Context: an optimization exercise on an open-source flow, tuned for small area, a short achievable clock period and few clock cycles per item. The choices shown serve that exercise and are no tape-out recipe.
Where RTL was checked, it was by simulation tests only, not by an equivalence proof against the original.
No functional check of the RTL was part of run 1.
Power and IR drop assume default switching activity.

==> run.sh <==
#!/bin/bash
# synth_recipe.tcl (not shown) runs the flow's synth.tcl, then flattens the netlist and writes it again
# the make line also repeats each setting of config.mk as NAME=value (left out here)
make -C /OpenROAD-flow-scripts/flow DESIGN_CONFIG=/design/flow/config.mk WORK_HOME=/design/flow/orfs CLKGATE_MAP_FILE= SYNTH_SCRIPT=/design/flow/synth_recipe.tcl finish
==> config.mk <==
export PLATFORM = sky130hd
export DESIGN_NAME = poseidon_rc_gen
export DESIGN_NICKNAME = poseidon_rc_gen
export VERILOG_FILES = /design/flow/design.v
export SDC_FILE = /design/flow/constraint.sdc
export NUM_CORES = 4
export LEC_CHECK = 0
export CAP_MARGIN = 20
export CORE_MARGIN = 2
export CORE_UTILIZATION = 40
export SETUP_SLACK_MARGIN = 5
export SLEW_MARGIN = 20
==> constraint.sdc <==
create_clock -name core_clock -period 10.0 [get_ports {clk}]
set_input_delay 2.0000 -clock core_clock [delete_from_list [all_inputs] [get_ports {clk}]]
set_output_delay 2.0000 -clock core_clock [all_outputs]
set_load 0.01 [all_outputs]
==> design.v <==
module poseidon_rc_gen #(
    parameter NMAX       = 256,
    parameter RC_DEPTH   = 65535,
    parameter FIELD_TYPE = 2'b01,
    parameter SBOX_TYPE  = 4'b0000
) (
    input  wire            clk,
    input  wire            rst,
    input  wire            cmd_valid,
    output wire            cmd_ready,
    input  wire [2:0]      cmd_op,
    input  wire [11:0]     n,
    input  wire [11:0]     t,
    input  wire [9:0]      rf,
    input  wire [9:0]      rp,
    input  wire [NMAX-1:0] p,
    output reg             out_valid,
    input  wire            out_ready,
    output reg  [NMAX-1:0] out_data,
    output reg  [15:0]     out_idx,
    output wire [79:0]     lfsr,
    output wire [15:0]     idx,
    output reg             rcv,
    output reg             fault,
    output reg  [3:0]      fault_cause
);
    localparam OP_LINIT = 3'd0;
    localparam OP_ADVR  = 3'd1;
    localparam OP_ADVF  = 3'd2;
    localparam OP_GENC  = 3'd3;
    localparam OP_GENT  = 3'd4;
    localparam CAUSE_ILLEGAL_CMD = 4'd1;
    localparam CAUSE_GEN_PARAM   = 4'd4;
    localparam ST_IDLE = 3'd0;
    localparam ST_DEC  = 3'd1;    
    localparam ST_MUL  = 3'd2;    
    localparam ST_INIT = 3'd3;    
    localparam ST_FILT = 3'd4;    
    localparam ST_GEN  = 3'd5;    
    localparam ST_CHK  = 3'd7;    
    localparam ST_RW   = 3'd6;    
    localparam K   = 80;          
    localparam NS  = K / 2;       
    localparam GS  = 4;           
    localparam NG  = NS / GS;
    localparam LNG = 4;           
    localparam LK  = 7;           
    localparam CW  = 6;           
    localparam M   = 32;          
    localparam LM  = 5;           
    localparam NCH = NMAX / M;    
    localparam LC  = 3;           
    localparam BW  = M + NS;      
    localparam YW  = 2 * M + NS;  
    localparam LW  = 8;           
    localparam CMP_EQ = 2'd0;
    localparam CMP_LT = 2'd1;
    localparam CMP_GT = 2'd2;
    reg [2:0]      state;
    reg            rdy_r;
    reg [79:0]     s;
    reg [15:0]     idx_r;
    reg [2:0]      op_s;
    reg [11:0]     n_s;
    reg [11:0]     t_s;
    reg [9:0]      rf_s;
    reg [9:0]      rp_s;
    reg [NMAX-1:0] p_s;
    reg [15:0]     remaining;     
    reg [10:0]     sum_r;         
    reg            ovf;
    reg [3:0]      mcnt;
    reg [2:0]      init_cnt;      
    reg            then_gen;
    reg            found;
    reg            fc;            
    reg            r1v;
    reg [NS-1:0]   r1_v, r1_d, r1_lo;
    reg            r2v;
    reg [NS-1:0]   r2_comp;       
    reg [CW-1:0]   r2_av;         
    reg [CW-1:0]   tk;            
    reg [8:0]      need;          
    reg            at_bnd;        
    reg [1:0]      gpend;         
    reg [CW-1:0]   aft;           
    reg [6:0]      wpos;          
    reg [BW-1:0]   bld;           
    reg [LW-1:0]   lvl;
    reg [LC-1:0]   cc;            
    reg [1:0]      cmpst;
    reg [LC:0]     zch_r;         
    reg [LM-1:0]   pad_r;         
    reg [M-1:0]    pch_r;         
    reg            zc_r;          
    assign cmd_ready = rdy_r;
    assign lfsr      = s;
    assign idx       = idx_r;
    function [24:0] padd;
        input [23:0] a;
        input [23:0] b;
        input        ci;
        reg   [23:0] p, g, gp, pp, ng, np;
        integer i, d;
        begin
            p = a ^ b;
            g = a & b;
            gp = g;
            pp = p;
            gp[0] = g[0] | (p[0] & ci);
            for (d = 0; d < 5; d = d + 1) begin
                ng = gp;
                np = pp;
                for (i = 0; i < 24; i = i + 1)
                    if (i >= (1 << d)) begin
                        ng[i] = gp[i] | (pp[i] & gp[i-(1<<d)]);
                        np[i] = pp[i] & pp[i-(1<<d)];
                    end
                gp = ng;
                pp = np;
            end
            padd[0] = p[0] ^ ci;
            for (i = 1; i < 24; i = i + 1)
                padd[i] = p[i] ^ gp[i-1];
            padd[24] = gp[23];
        end
    endfunction
    function plt;
        input [31:0] a;
        input [31:0] b;
        reg   [31:0] lt, eq, nlt, neq;
        integer i, d;
        begin
            lt = ~a & b;
            eq = ~(a ^ b);
            for (d = 0; d < 5; d = d + 1) begin
                nlt = {32{1'b0}};
                neq = {32{1'b0}};
                for (i = 0; i < (32 >> (d + 1)); i = i + 1) begin
                    nlt[i] = lt[2*i+1] | (eq[2*i+1] & lt[2*i]);
                    neq[i] = eq[2*i+1] & eq[2*i];
                end
                lt = nlt;
                eq = neq;
            end
            plt = lt[0];
        end
    endfunction
    function [8:0] comp4;
        input [3:0] v;
        input [3:0] d;
        begin
            case (v)
            4'd0: comp4 = {5'b00001, 1'b0, 1'b0, 1'b0, 1'b0};
            4'd1: comp4 = {5'b00010, 1'b0, 1'b0, 1'b0, d[0]};
            4'd2: comp4 = {5'b00010, 1'b0, 1'b0, 1'b0, d[1]};
            4'd3: comp4 = {5'b00100, 1'b0, 1'b0, d[1], d[0]};
            4'd4: comp4 = {5'b00010, 1'b0, 1'b0, 1'b0, d[2]};
            4'd5: comp4 = {5'b00100, 1'b0, 1'b0, d[2], d[0]};
            4'd6: comp4 = {5'b00100, 1'b0, 1'b0, d[2], d[1]};
            4'd7: comp4 = {5'b01000, 1'b0, d[2], d[1], d[0]};
            4'd8: comp4 = {5'b00010, 1'b0, 1'b0, 1'b0, d[3]};
            4'd9: comp4 = {5'b00100, 1'b0, 1'b0, d[3], d[0]};
            4'd10: comp4 = {5'b00100, 1'b0, 1'b0, d[3], d[1]};
            4'd11: comp4 = {5'b01000, 1'b0, d[3], d[1], d[0]};
            4'd12: comp4 = {5'b00100, 1'b0, 1'b0, d[3], d[2]};
            4'd13: comp4 = {5'b01000, 1'b0, d[3], d[2], d[0]};
            4'd14: comp4 = {5'b01000, 1'b0, d[3], d[2], d[1]};
            4'd15: comp4 = {5'b10000, d[3], d[2], d[1], d[0]};
            default: comp4 = 9'd0;
            endcase
        end
    endfunction
    reg [K+79:0] ext;
    reg [79:0]   s_advk, s_adv1, s_back1;
    integer ei;
    always @* begin
        for (ei = 0; ei < 80; ei = ei + 1)
            ext[ei] = s[79-ei];
        for (ei = 80; ei < K + 80; ei = ei + 1)
            ext[ei] = ext[ei-80] ^ ext[ei-67] ^ ext[ei-57] ^ ext[ei-42] ^ ext[ei-29] ^ ext[ei-18];
        for (ei = 0; ei < 80; ei = ei + 1)
            s_advk[79-ei] = ext[K+ei];
        s_adv1  = {s[78:0], s[79] ^ s[66] ^ s[56] ^ s[41] ^ s[28] ^ s[17]};
        s_back1 = {s[0] ^ s[67] ^ s[57] ^ s[42] ^ s[29] ^ s[18], s[79:1]};
    end
    wire [79:0] seed = {FIELD_TYPE[1:0], SBOX_TYPE[3:0], n_s, t_s, rf_s, rp_s, {30{1'b1}}};
    reg [K-1:0]  wb;
    reg [K-1:0]  pc, pv, nc, nv;
    reg [K-1:0]  fm;              
    reg          f_end;
    reg [NS-1:0] sv, sd, slo;
    integer pi, pl;
    always @* begin
        for (pi = 0; pi < K; pi = pi + 1)
            wb[pi] = ext[pi+1];
        pc = ~wb;
        pv = wb;
        for (pl = 0; pl < LK; pl = pl + 1) begin
            nc = pc;
            nv = pv;
            for (pi = 0; pi < K; pi = pi + 1)
                if (pi >= (1 << pl)) begin
                    nc[pi] = pc[pi] | pc[pi-(1<<pl)];
                    nv[pi] = pc[pi] ? pv[pi] : (pv[pi] ^ pv[pi-(1<<pl)]);
                end
            pc = nc;
            pv = nv;
        end
        fm[0] = fc;
        for (pi = 1; pi < K; pi = pi + 1)
            fm[pi] = pc[pi-1] ? pv[pi-1] : (fc ^ pv[pi-1]);
        f_end = pc[K-1] ? pv[K-1] : (fc ^ pv[K-1]);
        for (pi = 0; pi < NS; pi = pi + 1) begin
            sv[pi]  = fm[2*pi] | fm[2*pi+1];
            sd[pi]  = fm[2*pi] ? wb[2*pi] : wb[2*pi+1];
            slo[pi] = fm[2*pi];
        end
    end
    localparam NGP = 1 << LNG;    
    localparam EW  = GS * NGP;
    reg [NGP*EW-1:0]     tv, tv2;
    reg [NGP*(EW+1)-1:0] toh, toh2;
    reg [NS-1:0] comp;
    reg [CW-1:0] gofs;            
    reg [8:0]    c4;
    reg [EW:0]   oa, ob, oo;
    reg [EW-1:0] va, vb, vo;
    integer gg, lv, ka, kb, bi;
    always @* begin
        tv  = {(NGP*EW){1'b0}};
        toh = {(NGP*(EW+1)){1'b0}};
        for (gg = 0; gg < NGP; gg = gg + 1) begin
            if (gg < NG)
                c4 = comp4(r1_v[gg*GS +: GS], r1_d[gg*GS +: GS]);
            else
                c4 = 9'b000010000;
            tv[gg*EW +: EW]          = {{(EW-GS){1'b0}}, c4[3:0]};
            toh[gg*(EW+1) +: (EW+1)] = {{(EW-4){1'b0}}, c4[8:4]};
        end
        for (lv = 0; lv < LNG; lv = lv + 1) begin
            tv2  = {(NGP*EW){1'b0}};
            toh2 = {(NGP*(EW+1)){1'b0}};
            for (gg = 0; gg < (NGP >> (lv + 1)); gg = gg + 1) begin
                va = tv[(2*gg)*EW +: EW];
                vb = tv[(2*gg+1)*EW +: EW];
                oa = toh[(2*gg)*(EW+1) +: (EW+1)];
                ob = toh[(2*gg+1)*(EW+1) +: (EW+1)];
                vo = va;
                oo = {(EW+1){1'b0}};
                for (ka = 0; ka <= (GS << lv); ka = ka + 1) begin
                    for (bi = 0; bi < (GS << lv); bi = bi + 1)
                        vo[ka+bi] = vo[ka+bi] | (oa[ka] & vb[bi]);
                    for (kb = 0; kb <= (GS << lv); kb = kb + 1)
                        oo[ka+kb] = oo[ka+kb] | (oa[ka] & ob[kb]);
                end
                tv2[gg*EW +: EW]           = vo;
                toh2[gg*(EW+1) +: (EW+1)]  = oo;
            end
            tv  = tv2;
            toh = toh2;
        end
        comp = tv[NS-1:0];
        gofs = {CW{1'b0}};
        for (ka = 0; ka <= NS; ka = ka + 1)
            for (bi = 0; bi < CW; bi = bi + 1)
                if ((ka >> bi) & 1)
                    gofs[bi] = gofs[bi] | toh[ka];
    end
    wire        n_ok    = (n_s != 12'd0) && (n_s <= NMAX);
    wire        p_ok    = (p_s != {NMAX{1'b0}});
    wire [24:0] nch_a   = padd({{(23-LC){1'b0}}, n_s[LM+LC:LM]}, 24'd0, n_s[LM-1:0] != 0);
    wire [24:0] zch_a   = padd({{(23-LC){1'b0}}, NCH[LC:0]}, ~{{(23-LC){1'b0}}, nch_a[LC:0]}, 1'b1);
    wire [LC:0] zch     = zch_a[LC:0];
    wire [24:0] pad_a   = padd({{(24-LM){1'b0}}, ~n_s[LM-1:0]}, 24'd0, 1'b1);
    wire [LM-1:0] pad   = pad_a[LM-1:0];
    wire        in_gen   = (state == ST_GEN);
    wire        n_small  = (n_s <= 2 * NS);
    wire        zc       = zc_r;
    wire        xfer     = in_gen && !out_valid && (zc || (lvl[LW-1:LM] != 0));
    wire        bdrain   = xfer && !zc;
    wire        go_on    = ((gpend == 2'd0) && (remaining != 16'd0)) ||
                           ((gpend == 2'd1) && (remaining[15:1] != 15'd0));
    wire        hold     = at_bnd && !go_on;
    wire        gen_done = in_gen && at_bnd && (gpend == 2'd0) && (remaining == 16'd0);
    wire        bnd      = (need[8:CW] == 0) && !plt({{(16-CW){1'b0}}, r2_av}, {{(16-CW){1'b0}}, need[CW-1:0]});
    wire        s3_en    = in_gen && r2v && !hold &&
                           ((lvl[LW-1:LM] == 0) || (bdrain && (lvl[LW-1:LM+1] == 0)));
    wire        r2_take  = s3_en && !bnd;
    wire        r1_take  = r1v && (!r2v || r2_take);
    wire        last_c   = (remaining[15:2] == 14'd0) && (remaining[1:0] <= {1'b0, gpend} + 3'd1);
    wire        careful  = last_c ? (need <= 2 * NS) : n_small;
    wire        s1_en    = in_gen && !hold && (careful ? (!r1v && !r2v) : (!r1v || r1_take));
    reg [NS-1:0] sel;
    integer sj;
    always @* begin
        sel = r2_comp >> tk;
        for (sj = 0; sj < NS; sj = sj + 1)
            if (need <= sj) sel[sj] = 1'b0;
    end
    reg [K-1:0] mk;
    always @* begin
        for (sj = 0; sj < NS; sj = sj + 1) begin
            mk[2*sj]   = r1_lo[sj];
            mk[2*sj+1] = r1_v[sj] && !r1_lo[sj];
        end
    end
    wire mk_here = mk[wpos];
    reg [M-1:0] ch;
    integer ci;
    always @* begin
        for (ci = 0; ci < M; ci = ci + 1)
            ch[M-1-ci] = zc ? 1'b0 : bld[ci];
    end
    wire [M-1:0] pch     = pch_r;
    wire         c_lt    = plt(ch, pch);
    wire         c_gt    = plt(pch, ch);
    wire [1:0]   cmp_n   = (cmpst != CMP_EQ) ? cmpst : c_lt ? CMP_LT : c_gt ? CMP_GT : CMP_EQ;
    wire         last    = (cc == NCH - 1);
    wire [24:0]  cc_a    = padd({{(24-LC){1'b0}}, cc}, 24'd0, 1'b1);
    wire [LC-1:0] ccn    = cc_a[LC-1:0];
    reg  [M-1:0] pch_nx;
    integer pk;
    always @* begin
        pch_nx = {M{1'b0}};
        for (pk = 0; pk < NCH; pk = pk + 1)
            if (ccn == pk)
                pch_nx = p_s[(NCH-1-pk)*M +: M];
    end
    wire         verdict = xfer && last;
    wire         accept  = verdict && (cmp_n == CMP_LT);
    wire [YW-1:0] ins   = s3_en ? ({{(YW-NS){1'b0}}, sel} << lvl[LM:0]) : {YW{1'b0}};
    wire [YW-1:0] y     = {{(YW-BW){1'b0}}, bld} | ins;
    wire [24:0]   need_pad = padd({{(24-CW){1'b0}}, need[CW-1:0]}, {{(24-LM){1'b0}}, pad_r}, 1'b0);
    wire [LW-1:0] lvl_add  = !s3_en ? {LW{1'b0}} : bnd ? need_pad[LW-1:0] : {{(LW-CW){1'b0}}, r2_av};
    wire [24:0]   lvl_s    = padd({{(24-LW){1'b0}}, lvl}, {{(24-LW){1'b0}}, lvl_add}, 1'b0);
    wire [24:0]   lvl_sd   = padd({{(24-LW+LM){1'b0}}, lvl_s[LW-1:LM]}, 24'hffffff, 1'b0);
    wire [LW-1:0] lvl_n    = bdrain ? {lvl_sd[LW-LM-1:0], lvl_s[LM-1:0]} : lvl_s[LW-1:0];
    wire [24:0]   tk_a     = padd({{(24-CW){1'b0}}, tk}, {{(24-CW){1'b0}}, need[CW-1:0]}, 1'b0);
    wire [24:0]   av_a     = padd({{(24-CW){1'b0}}, r2_av}, ~{{(24-CW){1'b0}}, need[CW-1:0]}, 1'b1);
    wire [24:0]   need_a   = padd({15'd0, need}, ~{{(24-CW){1'b0}}, r2_av}, 1'b1);
    wire [24:0]   idx_a    = padd({8'd0, idx_r}, 24'd0, 1'b1);
    wire [24:0]   rem_a    = padd({8'd0, remaining}, 24'hffffff, 1'b0);
    wire [24:0]   wpos_a   = padd({17'd0, wpos}, 24'hffffff, 1'b0);
    wire [24:0]   aft_a    = padd({{(24-CW){1'b0}}, aft}, 24'hffffff, 1'b0);
    wire          zc_nx    = plt({{(16-LC){1'b0}}, ccn}, {{(15-LC){1'b0}}, zch_r});
    wire [24:0] sum_a   = padd({14'd0, rf_s}, {14'd0, rp_s}, 1'b0);
    wire [24:0] mul_a   = padd({7'd0, remaining, 1'b0}, t_s[mcnt] ? {13'd0, sum_r} : 24'd0, 1'b0);
    wire [22:0] mul_add = mul_a[22:0];
    wire        mul_ovf = ovf || (mul_add[22:16] != 7'd0);
    reg [2:0] nstate;
    reg       enter_gen;
    always @(posedge clk) begin
        if (rdy_r) begin
            op_s <= cmd_op;
            n_s  <= n;
            t_s  <= t;
            rf_s <= rf;
            rp_s <= rp;
            p_s  <= p;
        end
    end
    always @(posedge clk) begin
        if (s1_en) begin
            r1_v  <= sv;
            r1_d  <= sd;
            r1_lo <= slo;
        end
        if (r1_take)
            r2_comp <= comp;
        if (xfer)
            out_data <= {out_data[NMAX-M-1:0], ch};
        if (accept)
            out_idx <= idx_r;
    end
    always @(posedge clk) begin
        if (rst) begin
            state       <= ST_IDLE;
            rdy_r       <= 1'b1;
            s           <= 80'd0;
            idx_r       <= 16'd0;
            rcv         <= 1'b0;
            fault       <= 1'b0;
            fault_cause <= 4'd0;
            out_valid   <= 1'b0;
            bld         <= {BW{1'b0}};
        end else begin
            nstate = state;
            enter_gen = 1'b0;
            if (out_valid && out_ready)
                out_valid <= 1'b0;
            case (state)
            ST_IDLE: begin
                if (cmd_valid)
                    nstate = ST_DEC;
            end
            ST_DEC: begin
                nstate = ST_IDLE;
                case (op_s)
                OP_LINIT: begin
                    s        <= seed;
                    init_cnt <= 160 / K;
                    idx_r    <= 16'd0;
                    rcv      <= 1'b0;
                    then_gen <= 1'b0;
                    nstate    = ST_INIT;
                end
                OP_ADVR: begin
                    s <= s_adv1;
                end
                OP_ADVF: begin
                    found  <= 1'b0;
                    nstate  = ST_FILT;
                end
                OP_GENC: begin
                    if (!n_ok || !p_ok || idx_r == RC_DEPTH) begin
                        fault <= 1'b1;
                        if (!fault) fault_cause <= CAUSE_GEN_PARAM;
                    end else begin
                        remaining <= 16'd1;
                        rcv       <= 1'b0;
                        nstate     = ST_GEN;
                        enter_gen  = 1'b1;
                    end
                end
                OP_GENT: begin
                    if (!n_ok || !p_ok) begin
                        fault <= 1'b1;
                        if (!fault) fault_cause <= CAUSE_GEN_PARAM;
                    end else begin
                        remaining <= 16'd0;
                        sum_r     <= sum_a[10:0];
                        ovf       <= 1'b0;
                        mcnt      <= 4'd11;
                        nstate     = ST_MUL;
                    end
                end
                default: begin
                    fault <= 1'b1;
                    if (!fault) fault_cause <= CAUSE_ILLEGAL_CMD;
                end
                endcase
            end
            ST_MUL: begin
                remaining <= mul_add[15:0];
                ovf       <= mul_ovf;
                mcnt      <= mcnt - 4'd1;
                if (mcnt == 4'd0)
                    nstate = ST_CHK;
            end
            ST_CHK: begin
                if (ovf) begin
                    fault <= 1'b1;
                    if (!fault) fault_cause <= CAUSE_GEN_PARAM;
                    nstate = ST_IDLE;
                end else begin
                    s        <= seed;
                    init_cnt <= 160 / K;
                    idx_r    <= 16'd0;
                    rcv      <= 1'b0;
                    then_gen <= 1'b1;
                    nstate    = ST_INIT;
                end
            end
            ST_INIT: begin
                s        <= s_advk;
                init_cnt <= init_cnt - 3'd1;
                if (init_cnt == 3'd1) begin
                    if (!then_gen) begin
                        nstate = ST_IDLE;
                    end else if (remaining == 16'd0) begin
                        rcv    <= 1'b1;
                        nstate  = ST_IDLE;
                    end else begin
                        nstate    = ST_GEN;
                        enter_gen = 1'b1;
                    end
                end
            end
            ST_FILT: begin
                s <= s_adv1;
                if (!found) begin
                    if (s_adv1[79])
                        found <= 1'b1;
                end else begin
                    found  <= 1'b0;
                    nstate  = ST_IDLE;
                end
            end
            ST_GEN: begin
                if (s1_en) begin
                    s   <= s_advk;
                    fc  <= f_end;
                    r1v <= 1'b1;
                end else if (r1_take) begin
                    r1v <= 1'b0;
                end
                if (r1_take) begin
                    r2v   <= 1'b1;
                    r2_av <= gofs;
                    tk    <= {CW{1'b0}};
                end else if (r2_take) begin
                    r2v <= 1'b0;
                end
                if (s3_en) begin
                    if (bnd) begin
                        tk     <= tk_a[CW-1:0];
                        r2_av  <= av_a[CW-1:0];
                        aft    <= av_a[CW-1:0];
                        need   <= n_s[8:0];
                        at_bnd <= 1'b1;
                    end else begin
                        need   <= need_a[8:0];
                        at_bnd <= 1'b0;
                    end
                end
                gpend <= gpend + ((s3_en && bnd) ? 2'd1 : 2'd0) - (verdict ? 2'd1 : 2'd0);
                bld <= bdrain ? y[M +: BW] : y[BW-1:0];
                lvl <= lvl_n;
                if (xfer) begin
                    pch_r <= pch_nx;
                    if (last) begin
                        cc    <= {LC{1'b0}};
                        cmpst <= CMP_EQ;
                        zc_r  <= (zch_r != 0);
                    end else begin
                        cc    <= ccn;
                        cmpst <= cmp_n;
                        zc_r  <= zc_nx;
                    end
                end
                if (accept) begin
                    out_valid <= 1'b1;
                    idx_r     <= idx_a[15:0];
                    remaining <= rem_a[15:0];
                end
                if (gen_done) begin
                    if (op_s == OP_GENT)
                        rcv <= 1'b1;
                    wpos   <= K - 1;
                    nstate  = ST_RW;
                end
            end
            ST_RW: begin
                if (mk_here && aft == {CW{1'b0}}) begin
                    nstate = ST_IDLE;
                end else begin
                    s    <= s_back1;
                    wpos <= wpos_a[6:0];
                    if (mk_here)
                        aft <= aft_a[CW-1:0];
                end
            end
            default: nstate = ST_IDLE;
            endcase
            if (enter_gen) begin
                fc     <= 1'b0;
                r1v    <= 1'b0;
                r2v    <= 1'b0;
                need   <= n_s[8:0];
                at_bnd <= 1'b0;
                gpend  <= 2'd0;
                bld    <= {BW{1'b0}};
                lvl    <= {{(LW-LM){1'b0}}, pad};
                cc     <= {LC{1'b0}};
                cmpst  <= CMP_EQ;
                zch_r  <= zch;
                pad_r  <= pad;
                pch_r  <= p_s[(NCH-1)*M +: M];
                zc_r   <= (zch != 0);
            end
            state <= nstate;
            rdy_r <= (nstate == ST_IDLE);
        end
    end
endmodule
==> results of run 1 <==
==> Yosys cell counts, types with 130 or more instances <==
cell type  instances  area (um^2)
a21oi_1          386         1930
inv_1            256          961
o21ai_0          447         2240
o22ai_1          406         2540
a22oi_1          145         1090
ha_1             140         1750
a211oi_1         143         1070
edfxtp_1         867        26000
nor3_1           130          651
xnor2_1          348         3050
clkbuf_1         521         1960
nor2_1           635         2380
nand2_1          595         2230
dfxtp_1          179         3580
==> sequential cells by signal (all words and copies together) (netlist names), 8 cells and up <==
| name | count |
|---|---|
| rp_s | 10 |
| need | 9 |
| out_data | 256 |
| remaining | 16 |
| s | 80 |
| lvl | 8 |
| idx_r | 16 |
| pch_r | 32 |
| sum_r | 11 |
| r1_v | 40 |
| bld | 72 |
| t_s | 12 |
| r1_d | 40 |
| p_s | 256 |
| r1_lo | 40 |
| n_s | 12 |
| rf_s | 10 |
| r2_comp | 40 |
| out_idx | 16 |
==> per-stage QoR <==
step	cells	util [%]	area (um^2)	worst slack, ps
finish	10115	50.5	84600	4750
global route	10112	50.4	84600	4620
CTS	10013	49.7	83200	4850
detailed placement	9584	46.0	77200	3330
global placement	9581	46.0	77100	3110
floorplan	7088	-	68200	1580
==> layout make-up <==
cell class,count,share of cell area [%]
Multi-Input combinational cell,5170,43.0
Sequential cell,1046,35.0
Timing Repair Buffer,1204,13.2
Clock buffer,145,3.55
Tap cell,2204,3.26
Inverter,261,1.16
Clock inverter,69,0.710
Antenna cell,16,0.0473
==> worst paths after layout <==
| kind | startpoint | to |
|---|---|---|
| max | r1_v[9]$_DFFE_PP_ | r2_av[2]$_DFFE_PP_ |
| min | out_data[48]$_DFFE_PP_ | out_data[80]$_DFFE_PP_ |
| max reg2reg | r1_v[9]$_DFFE_PP_ | r2_av[2]$_DFFE_PP_ |
| min reg2reg | out_data[48]$_DFFE_PP_ | out_data[80]$_DFFE_PP_ |
==> report_power, final <==
part	total, uW	switching (uW)	internal, uW	leakage [uW]
registers	5970	628	5340	0.00958
logic	10000	6050	3970	0.0184
clock network	4150	1860	2280	0.00174
total	20100	8540	11600	0.0298
==> worst reg2reg max path: stages (launching register included) <==
cell and delay (ps):
edfxtp_1 470, buf_4 180, buf_4 150, and4_1 220
nand3_1 360, nor3_1 140, a211oi_2 310, nand3_2 120
buf_4 220, a222oi_1 360, o21ai_1 160, buf_6 200
a222oi_1 410, o21ai_1 130, or3b_4 420, or4_4 500
buf_6 140, nor4_4 150, and4_1 280, a221oi_2 80
==> kinds of logic (layout without fill, tap and decap cells) <==
| group | count (synthesis) | after routing | share of synthesized area [%] |
|---|---|---|---|
| XOR/XNOR | 467 | 467 | 6.17 |
| buffers and inverters | 874 | 1679 | 4.97 |
| multiplexers | 257 | 257 | 5.27 |
| AND/OR/NAND/NOR | 1997 | 1999 | 13.9 |
| flip-flops | 1046 | 1046 | 43.8 |
| adder cells (fa/ha/maj) | 147 | 147 | 2.80 |
| AO/OA/AOI/OAI | 2300 | 2300 | 23.1 |
| other | 0 | 16 | 0 |
==> timing repair <==
action / in CTS / in global routing
resized for setup: 159 / 118
pin swaps: 62 / 53
setup buffers: 210 / 78
setup endpoints to repair: 58 / 97
hold endpoints to repair: 0 / 0
cloned: 5 / 4
==> layer usage <==
layer | global-route usage, % | up-vias
li1 | - | 28533
met1 | 44.0 | 31666
met2 | 48.6 | 4089
met3 | 7.57 | 843
met4 | 13.1 | 10
met5 | 0 | -
==> results.txt, run 1 <==
Outcome - timing/DRC/antenna clean
Routed metal-1 wirelength - 119 mm
Clock slew at reported path FFs - 60 ps
Leading cell type in the layout, fill and taps excluded - edfxtp_1
Maximum number of pins on one net before global-route repair - 170
Count of warnings emitted by yosys - 1
Via count of the first global-routing pass - 60,704
FF-to-FF path depth - 19
Leading cell types in the layout, fill and taps excluded - edfxtp_1 (867), clkdlybuf4s50_1 (681), nor2_1 (615), nand2_1 (580), buf_4 (454)
Cell chain of the critical path - buf_4 > buf_4 > and4_1 > nand3_1 > nor3_1 > a211oi_2 > nand3_2 > buf_4 > a222oi_1 > o21ai_1 > buf_6 > a222oi_1 > o21ai_1 > or3b_4 > or4_4 > buf_6 > nor4_4 > and4_1 > a221oi_2
Share of final-layout standard cells stronger than drive strength 1 - 14.8%
Period minus WS final - 5250 ps
Antenna Nets Post-Route - 0
Cell type with the highest occurrence count on the critical path - buf_4
Leakage - 0.0298 uW
Hold path cells - 0
Number of DRC markers in iteration 0 - 9,446
Max-cap violations - 0
Multi-input gate area - 36,400 um^2
Count of port buffers added during placement - 682
Final period utilization - 52.5%
Hpwl dp - 208 mm
Worst path arrival time - 5740 ps
Met2 Wirelength - 127 mm
Filler Cells Inserted - 15,356
Setup violation total in the final timing report - 0
Via density per instance - 6.44
TritonCTS clock tree - built
Total power divided by cell area - 238 nW/um^2
All-layer global routing usage - 32.1%
Part of the Yosys area used for sequential elements - 43.8%
DRC violation count after routing - 0
Gp weighted congestion - 1.00
Final-report hold violation count - 0
Global-route wire length before repair - 419 mm
Routed WL per cell - 28.8 um
Number of unique standard cell types used by synthesis - 96
Actual slew at the worst max-slew pin - 1250 ps
Class of the worst hold path - reg -> reg
Nets@finish - 8,250
Initial core utilization - 40.4%
Worst hold slack - 416 ps
Largest delay contributor family on the critical path - simple AND/OR/NAND/NOR gates
Detailed-routing iteration count for the pre-antenna-repair pass - 11
Routed via count - 65,141
CP peak stage delay - 500 ps
Crit Path Max Fanout - 18
Number of pins with negative max-slew slack in the final report - 0
Fin Clk Skew - 76.1 ps
Total number of clock tree sinks - 1,046
Wirelength, routed - 292 mm
Number of antenna violations at the first check in global routing - 20
H-tree levels - 3
Boundary Pins - 683
Critical Path RT - 10,500 ps
Number of enable flip-flop cells after synthesis - 867
Normalized max-slew margin - 15.9%
Post-synthesis cell area - 67,600 um^2
Unrepaired setup endpoints after global routing - yes
Buffering stage count on the worst path with inverters included - 5
Std-Cell Core Area - 168,000 um^2
Routed wl met3 - 31.1 mm
Top layer reached by signal wires - met5
Maximum buffer depth of the clock tree - 3
Share of synthesized registers carrying an async set or reset - 0%
Critical Path Slowest Stage Cell - or4_4
Horizontal die dimension - 415 um
Peak supply drop - 0.000489 V
Post-layout power - 20,100 uW
Cell count after synthesis - 7,088
Clock root buffer - clkbuf_16
Instance count on the critical path - 19
Startpoint class of the critical path - flop
Clock insertion delay at the later pin of the skew report - 800 ps
Number of placement rows - 150
Sequential cell area in the final layout - 29,600 um^2
Setup slack of the most critical reg-to-reg path - 4750 ps
Synth Net Count - 7,542
Primary FF master, synth - edfxtp_1
Synthesized flop and latch total - 1,046
Critical path capture point type - flop
Die span in y - 415 um
Post-CTS Hold Fix Bufs - 0
Setup Total Neg Slack - 0 ps
GR Overflow Total - 0
Average instance area after synthesis - 9.54 um^2
DIE AREA - 172,000 um^2
Critical path class - reg -> reg
Top achievable clock speed - 191 MHz
CTS Buf Count - 113
Signed area change from the synthesized netlist to the final layout - 25.0%
==> inputs of run 2 (changes only) <==
--- a/design.v
+++ b/design.v
@@ -40,18 +40,17 @@
     localparam ST_CHK  = 3'd7;    
     localparam ST_RW   = 3'd6;    
-    localparam K   = 80;          
+    localparam K   = 40;          
     localparam NS  = K / 2;       
     localparam GS  = 4;           
     localparam NG  = NS / GS;
-    localparam LNG = 4;           
-    localparam LK  = 7;           
+    localparam LNG = 3;           
+    localparam LK  = 6;           
     localparam CW  = 6;           
-    localparam M   = 32;          
-    localparam LM  = 5;           
+    localparam M   = 16;          
+    localparam LM  = 4;           
     localparam NCH = NMAX / M;    
-    localparam LC  = 3;           
-    localparam BW  = M + NS;      
-    localparam YW  = 2 * M + NS;  
-    localparam LW  = 8;           
+    localparam LC  = 4;           
+    localparam BW  = 2 * M + NS;  
+    localparam LW  = 7;           
     localparam CMP_EQ = 2'd0;
     localparam CMP_LT = 2'd1;
@@ -127,22 +126,10 @@
     endfunction
     function plt;
-        input [31:0] a;
-        input [31:0] b;
-        reg   [31:0] lt, eq, nlt, neq;
-        integer i, d;
+        input [15:0] a;
+        input [15:0] b;
+        reg   [24:0] r;
         begin
-            lt = ~a & b;
-            eq = ~(a ^ b);
-            for (d = 0; d < 5; d = d + 1) begin
-                nlt = {32{1'b0}};
-                neq = {32{1'b0}};
-                for (i = 0; i < (32 >> (d + 1)); i = i + 1) begin
-                    nlt[i] = lt[2*i+1] | (eq[2*i+1] & lt[2*i]);
-                    neq[i] = eq[2*i+1] & eq[2*i];
-                end
-                lt = nlt;
-                eq = neq;
-            end
-            plt = lt[0];
+            r   = padd({8'd0, a}, {8'hff, ~b}, 1'b1);
+            plt = !r[24];
         end
     endfunction
@@ -285,6 +272,5 @@
     wire        gen_done = in_gen && at_bnd && (gpend == 2'd0) && (remaining == 16'd0);
     wire        bnd      = (need[8:CW] == 0) && !plt({{(16-CW){1'b0}}, r2_av}, {{(16-CW){1'b0}}, need[CW-1:0]});
-    wire        s3_en    = in_gen && r2v && !hold &&
-                           ((lvl[LW-1:LM] == 0) || (bdrain && (lvl[LW-1:LM+1] == 0)));
+    wire        s3_en    = in_gen && r2v && (lvl[LW-1:LM+1] == 0) && !hold;
     wire        r2_take  = s3_en && !bnd;
     wire        r1_take  = r1v && (!r2v || r2_take);
@@ -330,6 +316,6 @@
     wire         verdict = xfer && last;
     wire         accept  = verdict && (cmp_n == CMP_LT);
-    wire [YW-1:0] ins   = s3_en ? ({{(YW-NS){1'b0}}, sel} << lvl[LM:0]) : {YW{1'b0}};
-    wire [YW-1:0] y     = {{(YW-BW){1'b0}}, bld} | ins;
+    wire [BW-1:0] ins   = s3_en ? ({{(BW-NS){1'b0}}, sel} << lvl[LM:0]) : {BW{1'b0}};
+    wire [BW-1:0] y     = bld | ins;
     wire [24:0]   need_pad = padd({{(24-CW){1'b0}}, need[CW-1:0]}, {{(24-LM){1'b0}}, pad_r}, 1'b0);
     wire [LW-1:0] lvl_add  = !s3_en ? {LW{1'b0}} : bnd ? need_pad[LW-1:0] : {{(LW-CW){1'b0}}, r2_av};
@@ -516,5 +502,5 @@
                 end
                 gpend <= gpend + ((s3_en && bnd) ? 2'd1 : 2'd0) - (verdict ? 2'd1 : 2'd0);
-                bld <= bdrain ? y[M +: BW] : y[BW-1:0];
+                bld <= bdrain ? {{M{1'b0}}, y[BW-1:M]} : y;
                 lvl <= lvl_n;
                 if (xfer) begin
--- a/config.mk
+++ b/config.mk
@@ -9,4 +9,3 @@
 export CORE_MARGIN = 2
 export CORE_UTILIZATION = 40
-export SETUP_SLACK_MARGIN = 5
 export SLEW_MARGIN = 20
==> results.txt, run 2 <==
Clock insertion delay at the later pin of the skew report - 720 ps (-80 ps)
Number of pins with negative max-slew slack in the final report - 0 (unchanged)
Power spent charging and discharging nets - 2510 uW (-71%)
Total power divided by cell area - 158 nW/um^2 (-34%)
Horizontal die dimension - 354 um (-15%)
Primary FF master, synth - edfxtp_1
Library cell with the largest summed area after synthesis - edfxtp_1
Normalized max-slew margin - 20.5% (+4.7 points)
Share of final-layout standard cells stronger than drive strength 1 - 8.07% (-6.8 points)
Max-cap violations - 0 (unchanged)
Outcome - timing/DRC/antenna clean
Filler Cells Inserted - 11,009 (-28%)
Total number of clock tree sinks - 928 (-11%)
Number of unique standard cell types used by synthesis - 98 (+2.1%)
Initial core utilization - 40.3% (-0.044 points)
Number of placement rows - 128 (-15%)
Maximum number of pins on one net before global-route repair - 175 (+2.9%)
Number of DRC markers in iteration 0 - 4,793 (-49%)
Synthesized flop and latch total - 928 (-11%)
Cell types with the largest area share after synthesis - edfxtp_1 (47%), dfxtp_1 (6.4%), xnor2_1 (3.8%)
Critical path capture point type - flop
Reg-to-reg critical path startpoint - remaining[5]$_SDFFCE_PN0P_
Fin Clk Skew - 63.0 ps (-13.1 ps)
Class of the worst hold path - reg -> reg
Multiplexer fraction of the synthesized cell area - 4.86% (-0.40 points)
Count of warnings emitted by yosys - 1 (unchanged)
Clock power share - 39.7% (+19 points)
Post-CTS Hold Fix Bufs - 0 (unchanged)
Placed Instances - 6,538 (-32%)
Internal power - 7060 uW (-39%)
Routed via count - 40,199 (-38%)
Post-layout power - 9580 uW (-52%)
Worst-case hold path end point - out_data[118]$_DFFE_PP_
Synth Net Count - 4,906 (-35%)
Nets@finish - 5,434 (-34%)
Post-Synth Adder-Cell Area - 2.94% (+0.14 points)
Routed WL per cell - 25.4 um (-12%)
Final period utilization - 51.2% (-1.2 points)
Worst path arrival time - 5550 ps (-190 ps)
Global-route wire length before repair - 250 mm (-40%)
Cell count after synthesis - 4,488 (-37%)
Fin cells - 6,744 (-33%)
Post-synthesis cell area - 49,100 um^2 (-27%)
Detailed-routing iteration count for the pre-antenna-repair pass - 8 (-3)
XOR/XNOR share of the synthesized area - 4.87% (-1.3 points)
Resize count post-CTS - 0 (-100%)
Clock slew at reported path FFs - 60 ps (about the same)
Die span in y - 354 um (-15%)
Actual slew at the worst max-slew pin - 1190 ps (-61.0 ps)
Peak supply drop - 0.000135 V (-72%)
Compound-Gate Fraction of Synth Area - 17.3% (-5.8 points)
Startpoint class of the critical path - flop
Boundary Pins - 683 (unchanged)
Number of antenna violations at the first check in global routing - 18 (-10%)
Most frequent cells after synthesis - edfxtp_1 (770), nand2_1 (382), nor2_1 (364)
R2R Path End - lvl[6]$_SDFFCE_PP0P_
Average instance area after synthesis - 10.9 um^2 (+15%)
Final-report hold violation count - 0 (unchanged)
Setup violation total in the final timing report - 0 (unchanged)
Signed area change from the synthesized netlist to the final layout - 23.6%
Final cell utilization of the core - 49.8% (-0.62 points)
Gp weighted congestion - 0.926 (-7.5%)
CTS Buf Count - 100 (-12%)
Routing layer with the top usage in global route - met2
Registers with the highest flip-flop counts - out_data (256), p_s (256), s (80)
Maximum buffer depth of the clock tree - 3 (unchanged)
Share of synthesized registers carrying an async set or reset - 0% (unchanged)
Share of Yosys cell area claimed by the top area cell type - 47.1% (+8.6 points)
Leading cell types in the layout, fill and taps excluded - edfxtp_1 (770), clkdlybuf4s50_1 (681), nand2_1 (381), nor2_1 (359), o21ai_0 (221)
GR met3 Demand/Resource - 4.82% (-2.8 points)
DIE AREA - 125,000 um^2 (-27%)
All-layer global routing usage - 26.2% (-5.9 points)
Period minus WS final - 5120 ps (-124 ps)
Top achievable clock speed - 195 MHz (+2.4%)
Leakage - 0.0210 uW (-30%)
FF-to-FF path depth - 21 (+2)
Post-Synth Simple-Gate Area - 12.9% (-1.1 points)
Switching Fraction - 26.2% (-16 points)
Part of the Yosys area used for sequential elements - 53.6% (+9.8 points)
Met2 Usage GRT - 41.8% (-6.8 points)
Count of port buffers added during placement - 682 (unchanged)
GR Overflow Total - 0 (unchanged)
Hold path cells - 0 (unchanged)
Clock root buffer - clkbuf_16
Via count of the first global-routing pass - 37,653 (-38%)
Comb power frac - 11.7% (-38 points)
Sequential share of power - 48.6% (+19 points)
Worst hold slack - 430 ps (+13.9 ps)
Antenna Nets Post-Route - 0 (unchanged)
H-tree levels - 3 (unchanged)
Std-Cell Core Area - 122,000 um^2 (-27%)
Via density per instance - 5.96 (-7.4%)
Unrepaired setup endpoints after global routing - no
Setup Total Neg Slack - 0 ps (unchanged)
Most common cell in the synthesized netlist - edfxtp_1
Crit Path Max Fanout - 13 (-5)
Setup slack of the most critical reg-to-reg path - 4880 ps (+120 ps)
M1 GR Usage - 35.8% (-8.2 points)
Post CTS Setup Buffer Count - 0 (-100%)
Leading cell type in the layout, fill and taps excluded - edfxtp_1
Critical path class - reg -> reg
TritonCTS clock tree - built
Wirelength, routed - 171 mm (-41%)
Critical Path RT - 10,430 ps (-70 ps)
DRC violation count after routing - 0 (unchanged)
Largest family of logic cells by synthesized area - compound AO/OA/AOI/OAI gates
Number of enable flip-flop cells after synthesis - 770 (-11%)
Hpwl dp - 127 mm (-39%)
Startpoint of the lowest-slack hold path - out_data[102]$_DFFE_PP_
==> run 2: changes by cell type after synthesis, sizes merged, moves of 64 or more <==
cell    previous run  this run
clkbuf           521       268
nor2             640       364
xnor2            348       213
o221ai           106        42
a22oi            147        27
inv              257       149
o21ai            453       230
edfxtp           867       770
nand2            595       382
o22ai            407       176
a21oi            386       219
==> run 2: logic make-up (layout without fill, tap and decap cells) <==
kind of cell             Yosys count  in the layout
AO/OA/AOI/OAI                   1208           1208
XOR/XNOR                         272            272
adder cells (fa/ha/maj)          111            111
buffers and inverters            465           1080
flip-flops                       928            928
multiplexers                     189            189
other                              0             16
AND/OR/NAND/NOR                 1315           1315
==> run 2: worst max path at each step <==
stage	from	cells after the start	slack [ps]	to
after detailed placement	r1_v[11]$_DFFE_PP_	11	4800	r2_av[1]$_DFFE_PP_
after CTS	r1_v[11]$_DFFE_PP_	11	4810	r2_av[1]$_DFFE_PP_
after floorplan	rdy_r$_SDFF_PP1_	0	1020	cmd_ready
after global placement	r1_v[11]$_DFFE_PP_	11	4890	r2_av[1]$_DFFE_PP_
after global routing	remaining[5]$_SDFFCE_PN0P_	21	4430	lvl[6]$_SDFFCE_PP0P_
final	remaining[5]$_SDFFCE_PN0P_	21	4880	lvl[6]$_SDFFCE_PP0P_
==> run 2: cell type report <==
| type | instances | area [um^2] | area share, % |
|---|---|---|---|
| Antenna cell | 16 | 40.0 | 0.0660 |
| Clock buffer | 120 | 2660 | 4.39 |
| Clock inverter | 69 | 727 | 1.20 |
| Inverter | 156 | 593 | 0.978 |
| Multi-Input combinational cell | 3095 | 21100 | 34.7 |
| Sequential cell | 928 | 26300 | 43.4 |
| Tap cell | 1625 | 2030 | 3.35 |
| Timing Repair Buffer | 735 | 7230 | 11.9 |
==> run 2: through the flow <==
stage | instance area (um^2) | setup WS [ps]
global placement | 57200 | 4890
CTS | 60600 | 4810
floorplan | 49100 | 1020
finish | 60700 | 4880
detailed placement | 57200 | 4800
global route | 60600 | 4430
==> run 2: metal layers <==
layer,up-vias,part of all wire [%]
li1,18180,-
met1,19714,42
met2,1984,47
met3,315,8.2
met4,6,3.2
met5,-,0.023
==> run 2: power by group through the flow <==
stage / logic [uW] / clock network, uW / registers [uW]
finish: 1120 / 3800 / 4650
global placement: 1100 / 0 / 4720
floorplan: 698 / 0 / 4620
detailed placement: 1100 / 0 / 4720
global route: 1200 / 4010 / 4660
CTS: 1110 / 3870 / 4640
==> run 2: worst max-delay path, stage by stage (launching register included) <==
cell	delay, ps
edfxtp_1	470
or4_1	620
or4_1	510
nor3_1	220
buf_4	160
a311oi_1	100
buf_4	200
nand2_1	340
a211o_1	200
inv_1	50
ha_1	260
a21o_1	180
a21o_1	190
a21o_1	170
a21oi_1	170
xor2_1	220
ha_1	180
nand2_1	60
xor2_1	170
xnor2_1	190
xnor2_1	140
nor2_1	50
Testbench counts of run 2, summed over its fixed seeds: cycles 33,393, items 1,075.
==> inputs of run 3 (changes only) <==
--- a/design.v
+++ b/design.v
@@ -40,17 +40,18 @@
     localparam ST_CHK  = 3'd7;    
     localparam ST_RW   = 3'd6;    
-    localparam K   = 40;          
+    localparam K   = 80;          
     localparam NS  = K / 2;       
     localparam GS  = 4;           
     localparam NG  = NS / GS;
-    localparam LNG = 3;           
-    localparam LK  = 6;           
+    localparam LNG = 4;           
+    localparam LK  = 7;           
+    localparam NK  = 1 << LNG;    
     localparam CW  = 6;           
-    localparam M   = 16;          
-    localparam LM  = 4;           
+    localparam M   = 32;          
+    localparam LM  = 5;           
     localparam NCH = NMAX / M;    
-    localparam LC  = 4;           
-    localparam BW  = 2 * M + NS;  
-    localparam LW  = 7;           
+    localparam LC  = 3;           
+    localparam BW  = M + NS;      
+    localparam LW  = 8;           
     localparam CMP_EQ = 2'd0;
     localparam CMP_LT = 2'd1;
@@ -67,4 +68,6 @@
     reg [NMAX-1:0] p_s;
     reg [15:0]     remaining;     
+    reg [4:1]      rt;            
+    reg [11:0]     tsh;           
     reg [10:0]     sum_r;         
     reg            ovf;
@@ -76,8 +79,11 @@
     reg            r1v;
     reg [NS-1:0]   r1_v, r1_d, r1_lo;
+    reg            r15v;
+    reg [(NK/4)*16-1:0] r15_d;
+    reg [(NK/4)*5-1:0]  r15_c;
     reg            r2v;
     reg [NS-1:0]   r2_comp;       
     reg [CW-1:0]   r2_av;         
-    reg [CW-1:0]   tk;            
+    reg            gen_r;         
     reg [8:0]      need;          
     reg            at_bnd;        
@@ -126,10 +132,22 @@
     endfunction
     function plt;
-        input [15:0] a;
-        input [15:0] b;
-        reg   [24:0] r;
+        input [31:0] a;
+        input [31:0] b;
+        reg   [31:0] lt, eq, nlt, neq;
+        integer i, d;
         begin
-            r   = padd({8'd0, a}, {8'hff, ~b}, 1'b1);
-            plt = !r[24];
+            lt = ~a & b;
+            eq = ~(a ^ b);
+            for (d = 0; d < 5; d = d + 1) begin
+                nlt = {32{1'b0}};
+                neq = {32{1'b0}};
+                for (i = 0; i < (32 >> (d + 1)); i = i + 1) begin
+                    nlt[i] = lt[2*i+1] | (eq[2*i+1] & lt[2*i]);
+                    neq[i] = eq[2*i+1] & eq[2*i];
+                end
+                lt = nlt;
+                eq = neq;
+            end
+            plt = lt[0];
         end
     endfunction
@@ -207,6 +225,11 @@
     localparam NGP = 1 << LNG;    
     localparam EW  = GS * NGP;
+    localparam NE  = NGP / 4;     
+    localparam E1  = 4 * GS;      
+    localparam EC  = 5;           
     reg [NGP*EW-1:0]     tv, tv2;
     reg [NGP*(EW+1)-1:0] toh, toh2;
+    reg [NE*E1-1:0]      m_d;     
+    reg [NE*EC-1:0]      m_c;     
     reg [NS-1:0] comp;
     reg [CW-1:0] gofs;            
@@ -215,19 +238,10 @@
     reg [EW-1:0] va, vb, vo;
     integer gg, lv, ka, kb, bi;
-    always @* begin
-        tv  = {(NGP*EW){1'b0}};
-        toh = {(NGP*(EW+1)){1'b0}};
-        for (gg = 0; gg < NGP; gg = gg + 1) begin
-            if (gg < NG)
-                c4 = comp4(r1_v[gg*GS +: GS], r1_d[gg*GS +: GS]);
-            else
-                c4 = 9'b000010000;
-            tv[gg*EW +: EW]          = {{(EW-GS){1'b0}}, c4[3:0]};
-            toh[gg*(EW+1) +: (EW+1)] = {{(EW-4){1'b0}}, c4[8:4]};
-        end
-        for (lv = 0; lv < LNG; lv = lv + 1) begin
+    task merge_level;
+        input integer lvl_i;
+        begin
             tv2  = {(NGP*EW){1'b0}};
             toh2 = {(NGP*(EW+1)){1'b0}};
-            for (gg = 0; gg < (NGP >> (lv + 1)); gg = gg + 1) begin
+            for (gg = 0; gg < (NGP >> (lvl_i + 1)); gg = gg + 1) begin
                 va = tv[(2*gg)*EW +: EW];
                 vb = tv[(2*gg+1)*EW +: EW];
@@ -236,8 +250,8 @@
                 vo = va;
                 oo = {(EW+1){1'b0}};
-                for (ka = 0; ka <= (GS << lv); ka = ka + 1) begin
-                    for (bi = 0; bi < (GS << lv); bi = bi + 1)
+                for (ka = 0; ka <= (GS << lvl_i); ka = ka + 1) begin
+                    for (bi = 0; bi < (GS << lvl_i); bi = bi + 1)
                         vo[ka+bi] = vo[ka+bi] | (oa[ka] & vb[bi]);
-                    for (kb = 0; kb <= (GS << lv); kb = kb + 1)
+                    for (kb = 0; kb <= (GS << lvl_i); kb = kb + 1)
                         oo[ka+kb] = oo[ka+kb] | (oa[ka] & ob[kb]);
                 end
@@ -248,4 +262,36 @@
             toh = toh2;
         end
+    endtask
+    always @* begin
+        tv  = {(NGP*EW){1'b0}};
+        toh = {(NGP*(EW+1)){1'b0}};
+        for (gg = 0; gg < NGP; gg = gg + 1) begin
+            if (gg < NG)
+                c4 = comp4(r1_v[gg*GS +: GS], r1_d[gg*GS +: GS]);
+            else
+                c4 = 9'b000010000;
+            tv[gg*EW +: EW]          = {{(EW-GS){1'b0}}, c4[3:0]};
+            toh[gg*(EW+1) +: (EW+1)] = {{(EW-4){1'b0}}, c4[8:4]};
+        end
+        merge_level(0);
+        merge_level(1);
+        m_d = {(NE*E1){1'b0}};
+        m_c = {(NE*EC){1'b0}};
+        for (gg = 0; gg < NE; gg = gg + 1) begin
+            m_d[gg*E1 +: E1] = tv[gg*EW +: E1];
+            for (ka = 0; ka <= E1; ka = ka + 1)
+                for (bi = 0; bi < EC; bi = bi + 1)
+                    if ((ka >> bi) & 1)
+                        m_c[gg*EC + bi] = m_c[gg*EC + bi] | toh[gg*(EW+1) + ka];
+        end
+        tv  = {(NGP*EW){1'b0}};
+        toh = {(NGP*(EW+1)){1'b0}};
+        for (gg = 0; gg < NE; gg = gg + 1) begin
+            tv[gg*EW +: EW] = {{(EW-E1){1'b0}}, r15_d[gg*E1 +: E1]};
+            for (ka = 0; ka <= E1; ka = ka + 1)
+                toh[gg*(EW+1) + ka] = (r15_c[gg*EC +: EC] == ka);
+        end
+        for (lv = 2; lv < LNG; lv = lv + 1)
+            merge_level(lv);
         comp = tv[NS-1:0];
         gofs = {CW{1'b0}};
@@ -262,24 +308,25 @@
     wire [24:0] pad_a   = padd({{(24-LM){1'b0}}, ~n_s[LM-1:0]}, 24'd0, 1'b1);
     wire [LM-1:0] pad   = pad_a[LM-1:0];
-    wire        in_gen   = (state == ST_GEN);
-    wire        n_small  = (n_s <= 2 * NS);
+    wire        in_gen   = gen_r;
+    wire        n_small  = (n_s <= 3 * NS);
     wire        zc       = zc_r;
     wire        xfer     = in_gen && !out_valid && (zc || (lvl[LW-1:LM] != 0));
     wire        bdrain   = xfer && !zc;
-    wire        go_on    = ((gpend == 2'd0) && (remaining != 16'd0)) ||
-                           ((gpend == 2'd1) && (remaining[15:1] != 15'd0));
+    wire        go_on    = ((gpend == 2'd0) && rt[1]) || ((gpend == 2'd1) && rt[2]);
     wire        hold     = at_bnd && !go_on;
-    wire        gen_done = in_gen && at_bnd && (gpend == 2'd0) && (remaining == 16'd0);
+    wire        gen_done = in_gen && at_bnd && (gpend == 2'd0) && !rt[1];
     wire        bnd      = (need[8:CW] == 0) && !plt({{(16-CW){1'b0}}, r2_av}, {{(16-CW){1'b0}}, need[CW-1:0]});
-    wire        s3_en    = in_gen && r2v && (lvl[LW-1:LM+1] == 0) && !hold;
+    wire        s3_en    = in_gen && r2v && !hold &&
+                           ((lvl[LW-1:LM] == 0) || (bdrain && (lvl[LW-1:LM+1] == 0)));
     wire        r2_take  = s3_en && !bnd;
-    wire        r1_take  = r1v && (!r2v || r2_take);
-    wire        last_c   = (remaining[15:2] == 14'd0) && (remaining[1:0] <= {1'b0, gpend} + 3'd1);
-    wire        careful  = last_c ? (need <= 2 * NS) : n_small;
-    wire        s1_en    = in_gen && !hold && (careful ? (!r1v && !r2v) : (!r1v || r1_take));
+    wire        r15_take = r15v && (!r2v || r2_take);
+    wire        r1_take  = r1v && (!r15v || r15_take);
+    wire        last_c   = (gpend == 2'd0) ? !rt[2] : (gpend == 2'd1) ? !rt[3] : !rt[4];
+    wire        careful  = last_c ? (need <= 3 * NS) : n_small;
+    wire        s1_en    = in_gen && !hold && (careful ? (!r1v && !r15v && !r2v) : (!r1v || r1_take));
     reg [NS-1:0] sel;
     integer sj;
     always @* begin
-        sel = r2_comp >> tk;
+        sel = r2_comp;
         for (sj = 0; sj < NS; sj = sj + 1)
             if (need <= sj) sel[sj] = 1'b0;
@@ -309,19 +356,21 @@
     integer pk;
     always @* begin
-        pch_nx = {M{1'b0}};
-        for (pk = 0; pk < NCH; pk = pk + 1)
-            if (ccn == pk)
-                pch_nx = p_s[(NCH-1-pk)*M +: M];
+        pch_nx = p_s[(NCH-1)*M +: M];
+        for (pk = 0; pk < NCH - 1; pk = pk + 1)
+            if (cc == pk)
+                pch_nx = p_s[(NCH-2-pk)*M +: M];
     end
     wire         verdict = xfer && last;
     wire         accept  = verdict && (cmp_n == CMP_LT);
-    wire [BW-1:0] ins   = s3_en ? ({{(BW-NS){1'b0}}, sel} << lvl[LM:0]) : {BW{1'b0}};
-    wire [BW-1:0] y     = bld | ins;
-    wire [24:0]   need_pad = padd({{(24-CW){1'b0}}, need[CW-1:0]}, {{(24-LM){1'b0}}, pad_r}, 1'b0);
-    wire [LW-1:0] lvl_add  = !s3_en ? {LW{1'b0}} : bnd ? need_pad[LW-1:0] : {{(LW-CW){1'b0}}, r2_av};
-    wire [24:0]   lvl_s    = padd({{(24-LW){1'b0}}, lvl}, {{(24-LW){1'b0}}, lvl_add}, 1'b0);
-    wire [24:0]   lvl_sd   = padd({{(24-LW+LM){1'b0}}, lvl_s[LW-1:LM]}, 24'hffffff, 1'b0);
-    wire [LW-1:0] lvl_n    = bdrain ? {lvl_sd[LW-LM-1:0], lvl_s[LM-1:0]} : lvl_s[LW-1:0];
-    wire [24:0]   tk_a     = padd({{(24-CW){1'b0}}, tk}, {{(24-CW){1'b0}}, need[CW-1:0]}, 1'b0);
+    wire [BW-1:0] ins   = s3_en ? ({{(BW-NS){1'b0}}, sel} << lvl[LM-1:0]) : {BW{1'b0}};
+    wire [24:0]   lvl_dm   = padd({{(24-LW+LM){1'b0}}, lvl[LW-1:LM]}, 24'hffffff, 1'b0);
+    wire [LW-1:0] lvl_d    = {lvl_dm[LW-LM-1:0], lvl[LM-1:0]};           
+    wire [24:0]   la_0     = padd({{(24-LW){1'b0}}, lvl},   {{(24-CW){1'b0}}, r2_av}, 1'b0);
+    wire [24:0]   la_1     = padd({{(24-LW){1'b0}}, lvl_d}, {{(24-CW){1'b0}}, r2_av}, 1'b0);
+    wire [24:0]   lb_0     = padd({{(24-LW){1'b0}}, lvl},   {{(24-CW){1'b0}}, need[CW-1:0]}, 1'b0);
+    wire [24:0]   lb_1     = padd({{(24-LW){1'b0}}, lvl_d}, {{(24-CW){1'b0}}, need[CW-1:0]}, 1'b0);
+    wire [LW-1:0] lvl_n    = !s3_en ? (bdrain ? lvl_d : lvl)
+                           : bnd ? (bdrain ? {lb_1[LW-1:LM], pad_r} : {lb_0[LW-1:LM], pad_r})
+                                 : (bdrain ? la_1[LW-1:0] : la_0[LW-1:0]);
     wire [24:0]   av_a     = padd({{(24-CW){1'b0}}, r2_av}, ~{{(24-CW){1'b0}}, need[CW-1:0]}, 1'b1);
     wire [24:0]   need_a   = padd({15'd0, need}, ~{{(24-CW){1'b0}}, r2_av}, 1'b1);
@@ -332,5 +381,5 @@
     wire          zc_nx    = plt({{(16-LC){1'b0}}, ccn}, {{(15-LC){1'b0}}, zch_r});
     wire [24:0] sum_a   = padd({14'd0, rf_s}, {14'd0, rp_s}, 1'b0);
-    wire [24:0] mul_a   = padd({7'd0, remaining, 1'b0}, t_s[mcnt] ? {13'd0, sum_r} : 24'd0, 1'b0);
+    wire [24:0] mul_a   = padd({7'd0, remaining, 1'b0}, tsh[11] ? {13'd0, sum_r} : 24'd0, 1'b0);
     wire [22:0] mul_add = mul_a[22:0];
     wire        mul_ovf = ovf || (mul_add[22:16] != 7'd0);
@@ -353,6 +402,12 @@
             r1_lo <= slo;
         end
-        if (r1_take)
+        if (r1_take) begin
+            r15_d <= m_d;
+            r15_c <= m_c;
+        end
+        if (r15_take)
             r2_comp <= comp;
+        else if (s3_en && bnd)
+            r2_comp <= r2_comp >> need[CW-1:0];
         if (xfer)
             out_data <= {out_data[NMAX-M-1:0], ch};
@@ -364,4 +419,5 @@
             state       <= ST_IDLE;
             rdy_r       <= 1'b1;
+            gen_r       <= 1'b0;
             s           <= 80'd0;
             idx_r       <= 16'd0;
@@ -405,4 +461,5 @@
                     end else begin
                         remaining <= 16'd1;
+                        rt        <= 4'b0001;
                         rcv       <= 1'b0;
                         nstate     = ST_GEN;
@@ -417,4 +474,5 @@
                         remaining <= 16'd0;
                         sum_r     <= sum_a[10:0];
+                        tsh       <= t_s;
                         ovf       <= 1'b0;
                         mcnt      <= 4'd11;
@@ -431,4 +489,5 @@
                 remaining <= mul_add[15:0];
                 ovf       <= mul_ovf;
+                tsh       <= {tsh[10:0], 1'b0};
                 mcnt      <= mcnt - 4'd1;
                 if (mcnt == 4'd0)
@@ -436,4 +495,6 @@
             end
             ST_CHK: begin
+                rt <= {remaining[15:2] != 0, (remaining[15:2] != 0) || (remaining[1:0] == 2'd3),
+                       remaining[15:1] != 0, remaining != 0};
                 if (ovf) begin
                     fault <= 1'b1;
@@ -482,8 +543,11 @@
                     r1v <= 1'b0;
                 end
-                if (r1_take) begin
+                if (r1_take)
+                    r15v <= 1'b1;
+                else if (r15_take)
+                    r15v <= 1'b0;
+                if (r15_take) begin
                     r2v   <= 1'b1;
                     r2_av <= gofs;
-                    tk    <= {CW{1'b0}};
                 end else if (r2_take) begin
                     r2v <= 1'b0;
@@ -491,5 +555,4 @@
                 if (s3_en) begin
                     if (bnd) begin
-                        tk     <= tk_a[CW-1:0];
                         r2_av  <= av_a[CW-1:0];
                         aft    <= av_a[CW-1:0];
@@ -502,5 +565,5 @@
                 end
                 gpend <= gpend + ((s3_en && bnd) ? 2'd1 : 2'd0) - (verdict ? 2'd1 : 2'd0);
-                bld <= bdrain ? {{M{1'b0}}, y[BW-1:M]} : y;
+                bld <= (bdrain ? {{M{1'b0}}, bld[BW-1:M]} : bld) | ins;
                 lvl <= lvl_n;
                 if (xfer) begin
@@ -520,4 +583,5 @@
                     idx_r     <= idx_a[15:0];
                     remaining <= rem_a[15:0];
+                    rt        <= {remaining[15:3] != 0 || remaining[2:0] >= 3'd5, rt[4:2]};
                 end
                 if (gen_done) begin
@@ -543,4 +607,5 @@
                 fc     <= 1'b0;
                 r1v    <= 1'b0;
+                r15v   <= 1'b0;
                 r2v    <= 1'b0;
                 need   <= n_s[8:0];
@@ -558,4 +623,5 @@
             state <= nstate;
             rdy_r <= (nstate == ST_IDLE);
+            gen_r <= (nstate == ST_GEN);
         end
     end
==> results.txt, run 3 <==
Primary FF master, synth - edfxtp_1
Via count of the first global-routing pass - 61,968 (+65%)
Cell count after synthesis - 7,529 (+68%)
Critical Path Slowest Stage Cell - nor4_1
Startpoint class of the critical path - flop
Post-synthesis cell area - 71,800 um^2 (+46%)
Clock slew at reported path FFs - 60 ps (about the same)
Final-report hold violation count - 0 (unchanged)
Detailed-routing iteration count for the pre-antenna-repair pass - 11 (+3)
Count of warnings emitted by yosys - 1 (unchanged)
Share of final-layout standard cells stronger than drive strength 1 - 7.73% (-0.34 points)
Share of Yosys cell area claimed by the top area cell type - 39.0% (-8.1 points)
CP peak stage delay - 820 ps (+200 ps)
Synth Net Count - 7,975 (+63%)
Most frequent cells after synthesis - edfxtp_1 (932), nand2_1 (857), clkbuf_1 (511)
Max-cap violations - 0 (unchanged)
TritonCTS clock tree - built
Part of the Yosys area used for sequential elements - 44.0% (-9.6 points)
Maximum buffer depth of the clock tree - 3 (unchanged)
Number of pins with negative max-slew slack in the final report - 0 (unchanged)
Horizontal die dimension - 428 um (+21%)
Worst hold slack - 444 ps (+14.1 ps)
DIE AREA - 183,000 um^2 (+46%)
Number of placement rows - 155 (+21%)
DRC violation count after routing - 0 (unchanged)
Post CTS Setup Buffer Count - 0 (unchanged)
Multi-input gate area - 36,600 um^2 (+74%)
Pre-CTS WS - 4910 ps (+108 ps)
Count of port buffers added during placement - 682 (unchanged)
Registers with the highest flip-flop counts - out_data (256), p_s (256), s (80)
Critical Path RT - 10,510 ps (+80 ps)
Via density per instance - 6.49 (+8.9%)
Maximum number of pins on one net before global-route repair - 170 (-2.9%)
Setup violation total in the final timing report - 0 (unchanged)
Hpwl dp - 217 mm (+71%)
Total number of clock tree sinks - 1,111 (+20%)
Final period utilization - 53.6% (+2.4 points)
Critical path capture point type - flop
Comb power frac - 27.9% (+16 points)
GR Overflow Total - 0 (unchanged)
Leading cell type in the layout, fill and taps excluded - edfxtp_1
Resize count post-CTS - 0 (unchanged)
Critical path class - reg -> reg
Fin Clk Skew - 36.0 ps (-27.0 ps)
All-layer global routing usage - 31.3% (+5.1 points)
Crit Path Max Fanout - 22 (+9)
Most common cell in the synthesized netlist - edfxtp_1
Initial core utilization - 40.2% (-0.067 points)
Sequential cell area in the final layout - 31,600 um^2 (+20%)
Routed via count - 67,065 (+67%)
Post-layout power - 14,500 uW (+51%)
Post-CTS Hold Fix Bufs - 0 (unchanged)
Worst path arrival time - 5870 ps (+320 ps)
Gp weighted congestion - 1.01 (+9.2%)
Antenna Nets Post-Route - 0 (unchanged)
Die span in y - 428 um (+21%)
Synthesized flop and latch total - 1,111 (+20%)
Average instance area after synthesis - 9.54 um^2 (-13%)
Wirelength, routed - 301 mm (+76%)
Class of the worst hold path - reg -> reg
Power spent charging and discharging nets - 4750 uW (+89%)
Reg-to-reg critical path startpoint - r15_c[4]$_DFFE_PP_
Number of unique standard cell types used by synthesis - 99 (+1.0%)
Global-route wire length before repair - 431 mm (+72%)
Cell Area, Placed - 80,400 um^2 (+41%)
Library cell with the largest summed area after synthesis - edfxtp_1
H-tree levels - 4 (+1)
Number of DRC markers in iteration 0 - 10,969 (+130%)
Outcome - timing/DRC/antenna clean
Switching Fraction - 32.9% (+6.6 points)
Number of antenna violations at the first check in global routing - 39 (+21)
Routed WL per cell - 29.1 um (+15%)
Cell chain of the critical path - and3b_1 > nand2_1 > o22ai_1 > nor4_1 > nand2_1 > a221oi_1 > nand3_1 > nor4_1 > and3_1 > a31oi_1
Top achievable clock speed - 187 MHz (-4.4%)
Boundary Pins - 683 (unchanged)
Internal power - 9710 uW (+38%)
Nets@finish - 8,284 (+52%)
Total power divided by cell area - 170 nW/um^2 (+8.0%)
Actual slew at the worst max-slew pin - 1180 ps (-8.67 ps)
Finished layout cell area - 84,900 um^2 (+40%)
Number of enable flip-flop cells after synthesis - 932 (+21%)
Filler Cells Inserted - 16,761 (+52%)
Unrepaired setup endpoints after global routing - no
Leakage - 0.0298 uW (+42%)
Clock power share - 34.0% (-5.7 points)
PnR worst setup slack - 4640 ps (-235 ps)
Peak supply drop - 0.000336 V (+150%)
Startpoint of the lowest-slack hold path - out_data[93]$_DFFE_PP_
CTS Buf Count - 131 (+31%)
Sequential share of power - 38.2% (-10 points)
Leading cell types in the layout, fill and taps excluded - edfxtp_1 (932), nand2_1 (854), clkdlybuf4s50_1 (681), nor2_1 (483), o21ai_0 (387)
Normalized max-slew margin - 20.3% (-0.26 points)
Std-Cell Core Area - 178,000 um^2 (+47%)
Cell types with the largest area share after synthesis - edfxtp_1 (39%), dfxtp_1 (5.0%), nand2_1 (4.5%)
Worst Setup SP - r15_c[4]$_DFFE_PP_
Setup Total Neg Slack - 0 ps (unchanged)
Share of synthesized registers carrying an async set or reset - 0% (unchanged)
Period minus WS final - 5360 ps (+235 ps)
Clock root buffer - clkbuf_16
Clock insertion delay at the later pin of the skew report - 790 ps (+70 ps)
Signed area change from the synthesized netlist to the final layout - 18.2%
run 3: cell types whose count changed after synthesis, sizes merged, moves of 155 or more:
cell	before	now
clkbuf	268	512
a22oi	27	264
nand4	44	201
o21ai	230	394
mux2i	82	247
edfxtp	770	932
buf	41	196
nand2	382	861
run 3: layer usage:
| layer | up-vias | GRT usage, % | share of wire [%] |
|---|---|---|---|
| li1 | 29430 | - | - |
| met1 | 32676 | 42.9 | 41 |
| met2 | 4182 | 48.1 | 45 |
| met3 | 773 | 5.67 | 9.4 |
| met4 | 4 | 14.3 | 4.9 |
| met5 | - | 0 | 0.023 |
run 3: kinds of logic after synthesis:
| family | Yosys count | synth area share, % |
|---|---|---|
| DFF | 1111 | 44.0 |
| xor gates and xnor gates | 432 | 5.75 |
| muxes | 339 | 5.34 |
| and+or+nand+nor | 2319 | 15.3 |
| adders and majority gates | 139 | 2.47 |
| AOI/OAI and AO/OA | 2222 | 21.7 |
| buffers and inverters | 967 | 5.42 |
run 3: path summary, 6_finish.rpt:
kind | slack (ps) | to | cells past startpoint
setup / recovery | 4640 | r2_av[1]$_DFFE_PP_ | 10
hold / removal | 440 | out_data[125]$_DFFE_PP_ | 0
setup reg to reg | 4640 | r2_av[1]$_DFFE_PP_ | 10
hold reg to reg | 440 | out_data[125]$_DFFE_PP_ | 0
run 3: cell type report:
class / count / area share, %
diodes: 35 / 0.103
clock buffers: 173 / 4.15
multi-input cells: 5451 / 43.1
flip-flops and latches: 1111 / 37.2
repair buffers: 884 / 9.87
well taps: 2355 / 3.47
inverters: 259 / 1.15
clock inverters: 63 / 0.943
run 3: stage by stage:
stage                     instances  util, %
after global routing          10323     47.6
after detailed placement      10058     45.1
after global placement        10057     45.1
after CTS                     10294     47.5
after floorplan                7529        -
final                         10331     47.6
run 3: power by group through the flow:
stage / clock network (uW) / registers (uW) / logic (uW)
floorplan: 0 / 5530 / 2530
global placement: 0 / 5600 / 3900
detailed placement: 0 / 5600 / 3880
CTS: 5000 / 5510 / 3920
global route: 5160 / 5530 / 4140
finish: 4910 / 5520 / 4030
run 3: worst max-delay path, delay by kind of cell, from the launching register on:
| family | cells | cell delay (ps) |
|---|---|---|
| simple gates | 7 | 3630 |
| flops | 1 | 650 |
| compound gates | 3 | 810 |
Testbench counts of run 3, summed over its fixed seeds: cycles 17,853, items 1,075.

-- what the ideal ports hide --
The flow's constraints put no driver on any port. The routed layouts listed below were extracted and timed again, unchanged, in two steps.
Step 1, drivers: a clkbuf_16 drives clk and a buf_2 each remaining input, both assumed.
Step 2 times the ports against the registers' clock, not the clock port: input delays grow and output delays shrink by t, the midpoint of the rising clock arrivals with the driver on.
a / b / c = ideal ports / drivers / drivers and shift; a / b = the first two.
run	shift t [ns]	slack for setup (ns)	worst data-port slew with drivers (ns)
run 1	0.851	4.755 / 4.755 / 4.755	0.18
run 2	0.762	4.878 / 4.878 / 4.878	0.14
run 3	0.847	4.643 / 4.643 / 4.643	0.24
After both steps setup and hold are still met in every run listed.
